Context: an optimization exercise on an open-source flow, tuned for small area, a short achievable clock period and few clock cycles per item. The choices shown serve that exercise and are no tape-out recipe. The RTL was checked by simulation tests, not by an equivalence proof against the original design. No activity file was given, so power comes from the tool's default toggle rates.

## hs1_codec
module hs1_codec (
    input  wire        clk,
    input  wire        rst,
    input  wire        bus_valid,
    input  wire        bus_write,
    input  wire [11:0] bus_addr,
    input  wire [31:0] bus_wdata,
    output reg  [31:0] bus_rdata,
    output reg         bus_err,
    output wire        busy,
    output wire        irq
);
Settings: LEC_CHECK=0, CAP_MARGIN=40, CELL_PAD_IN_SITES_DETAIL_PLACEMENT=1, CELL_PAD_IN_SITES_GLOBAL_PLACEMENT=1, CORE_MARGIN=2, CORE_UTILIZATION=45, CTS_BUF_LIST=sky130_fd_sc_hd__clkbuf_8, PLACE_DENSITY=0.58, SETUP_SLACK_MARGIN=5, SLEW_MARGIN=20; clock period 10.0 ns.
run.sh (not shown) runs the stock make flow with config.mk's settings and CLKGATE_MAP_FILE= SYNTH_SCRIPT=/design/flow/synth_recipe.tcl, a recipe that flattens the netlist after the stock synthesis.
Testbench counts at the start, summed over its fixed seeds: cycles 35,851, items 192.
Rerun with:
--- a/flow/design.v
+++ b/flow/design.v
@@ -1,15 +1,21 @@
 module hs1_sha1 (
-    input  wire [31:0] a,
-    input  wire [31:0] fu, fv, fw,
-    input  wire [31:0] fp, fn, p1,
+    input  wire        f_ch,      
+    input  wire        f_maj,     
+    input  wire [31:0] a, b, c,
+    input  wire [31:0] fq, p0, p1,
     output wire [31:0] a1,        
     output wire [31:0] a2         
 );
+    wire [31:0] rb = {b[1:0], b[31:2]};
+    wire [31:0] f1 = f_ch  ? ((a & rb) | (~a & c)) :
+                     f_maj ? ((a & rb) | (a & c) | (rb & c)) :
+                             (a ^ rb ^ c);
+    wire [31:0] x1 = add_pp(f1, p1);
     function [31:0] add_pp;
         input [31:0] x, y;
         reg   [31:0] g, p, t;
         integer i, s;
         begin
             g = x & y;
             p = x ^ y;
             t = p;
@@ -17,21 +23,19 @@
                 for (i = 31; i >= s; i = i - 1) begin
                     g[i] = g[i] | (t[i] & g[i-s]);
                     t[i] = t[i] & t[i-s];
                 end
             add_pp = p ^ {g[30:0], 1'b0};
         end
     endfunction
     wire [31:0] ra = {a[26:0], a[31:27]};
-    wire [31:0] cs = ra ^ fu;
-    wire [31:0] cc = (ra & fw) | (~ra & fv);
+    wire [31:0] cs = ra ^ fq ^ p0;
+    wire [31:0] cc = (ra & fq) | (ra & p0) | (fq & p0);
     assign a1 = add_pp(cs, {cc[30:0], 1'b0});
-    wire [31:0] f1 = (a & fp) | (~a & fn);
-    wire [31:0] x1 = add_pp(f1, p1);
     assign a2 = add_pp({a1[26:0], a1[31:27]}, x1);
 endmodule
 module hs1_codec (
     input  wire        clk,
     input  wire        rst,
     input  wire        bus_valid,
     input  wire        bus_write,
     input  wire [11:0] bus_addr,
@@ -138,21 +142,21 @@
             default: begin msg_len = 8'd28; pay_len = 8'd8;  end
         endcase
     end
     wire ty16 = (act_type == 3'd0);
     wire ty12 = (act_type == 3'd3);
     reg  [5:0]   cnt;
     reg  [2:0]   st;
     reg          ph_setup, ph_round;           
+    reg          f_ch, f_maj;                  
     reg  [159:0] h0, h1, h2, h3;
     reg  [31:0]  a, b, c, d, e;
-    reg  [31:0]  fu, fv, fw;
-    reg  [31:0]  fp, fn;
-    reg  [31:0]  p1;               
+    reg  [31:0]  fq;               
+    reg  [31:0]  p0, p1;           
     reg  [511:0] win;              
     reg  [63:0]  nb;               
     reg  [31:0]  dg;               
     reg  [127:0] xpad;             
     reg  is_conf, is_dec;          
     reg  last, prelast;            
     reg  sw_nb;                    
     reg  sw_sch;                   
@@ -292,38 +296,34 @@
     wire [31:0] pe1 = ph_setup ? h_load[63:32] : rotl30(b);
     wire [31:0] p0_next = pe0 + (last ? h_cur[31:0]  : kn) + w0;
     wire [31:0] p1_next = pe1 + (last ? h_cur[63:32] : kn) + w1 +
                           (prelast ? h_cur[159:128] : 32'd0);
     wire [31:0] ffb = h_cur[127:96] + ra1;
     wire [31:0] ffc = h_cur[95:64]  + rotl30(a);
     wire [31:0] ra1, ra2;
     hs1_sha1 u_rounds (
-        .a (a),
-        .fu (fu), .fv (fv), .fw (fw),
-        .fp (fp), .fn (fn), .p1 (p1),
+        .f_ch (f_ch), .f_maj (f_maj),
+        .a (a), .b (b), .c (c),
+        .fq (fq), .p0 (p0), .p1 (p1),
         .a1 (ra1), .a2 (ra2)
     );
     wire       nx_ch  = ph_setup || (cnt < 6'd10);
     wire       nx_maj = !ph_setup && (cnt >= 6'd20) && (cnt < 6'd30);
     wire [31:0] nb_b = ph_setup ? h_load[127:96] : ra1;
     wire [31:0] nb_c = ph_setup ? h_load[95:64]  : rotl30(a);
     wire [31:0] nb_d = ph_setup ? h_load[63:32]  : rotl30(b);
-    wire [31:0] fq_next = fsel(nx_ch, nx_maj, nb_b, nb_c, nb_d);
-    wire [31:0] ny = rotl30(nb_b);
-    wire [31:0] nz = nb_c;
     always @(posedge clk) begin
         win  <= {w1, w0, win[511:64]};
+        p0   <= p0_next;
         p1   <= p1_next;
         nb   <= bw;
-        fu   <= fq_next ^ p0_next;
-        fv   <= fq_next & p0_next;
-        fw   <= fq_next | p0_next;
-        fp   <= nx_ch ? ny : nx_maj ? (ny | nz) : ~(ny ^ nz);
-        fn   <= nx_ch ? nz : nx_maj ? (ny & nz) : (ny ^ nz);
+        fq   <= fsel(nx_ch, nx_maj, nb_b, nb_c, nb_d);
+        f_ch  <= nx_ch;
+        f_maj <= nx_maj;
         if (ph_round) begin
             a <= ra2;
             b <= last ? ffb : ra1;
             c <= last ? ffc : rotl30(a);
             d <= last ? p1_next : rotl30(b);
             e <= last ? p0_next : c;
         end else begin
             {a, b, c, d, e} <= h_load;
Effect:
- The changed run finished clean
- setup slack got worse by 710 ps
- maximum frequency fell by 12%
- routed wire length came out lower by 3.8%
- area after synthesis went down by 2.2%
- total power drops by about 2.3%
- final area went down by about 2.6%
- critical path depth goes up by 6
- first-iteration DRC count went down by about 3.4%
- global-route usage went down by 0.65 points
- clock power shrinks by about 3%
- final cell count came out lower by 3.1%
- die area fell by about 2.2%
- register-to-register slack got worse by 710 ps
Testbench counts after the change, summed over its fixed seeds: cycles 35,851, items 192.

## afterwards: timing with drivers on the ports
The flow's constraints put no driver on any port. The routed layouts listed below were extracted and timed again, unchanged, in two steps.
Step 1 assumes that a clkbuf_16 drives the clock port and a buf_2 every other input.
Step 2, shift: input delay + t, output delay - t, t = (earliest + latest rising clock arrival at the registers) / 2. This alone moves slack from input paths to output paths.
Slacks: ideal ports / drivers / drivers and shift; pairs: ideal ports / drivers.
run	shift t [ns]	setup WS [ns]	clock arrival spread, ns
the first run	1.405	4.562 / 4.562 / 3.559	0.127 / 0.127
the second run	1.392	3.855 / 3.855 / 3.543	0.105 / 0.104
After both steps every run listed still meets setup and hold. For the first run, which loses most, drivers alone change the setup slack by 0.000 ns; drivers and shift together by -1.003 ns.
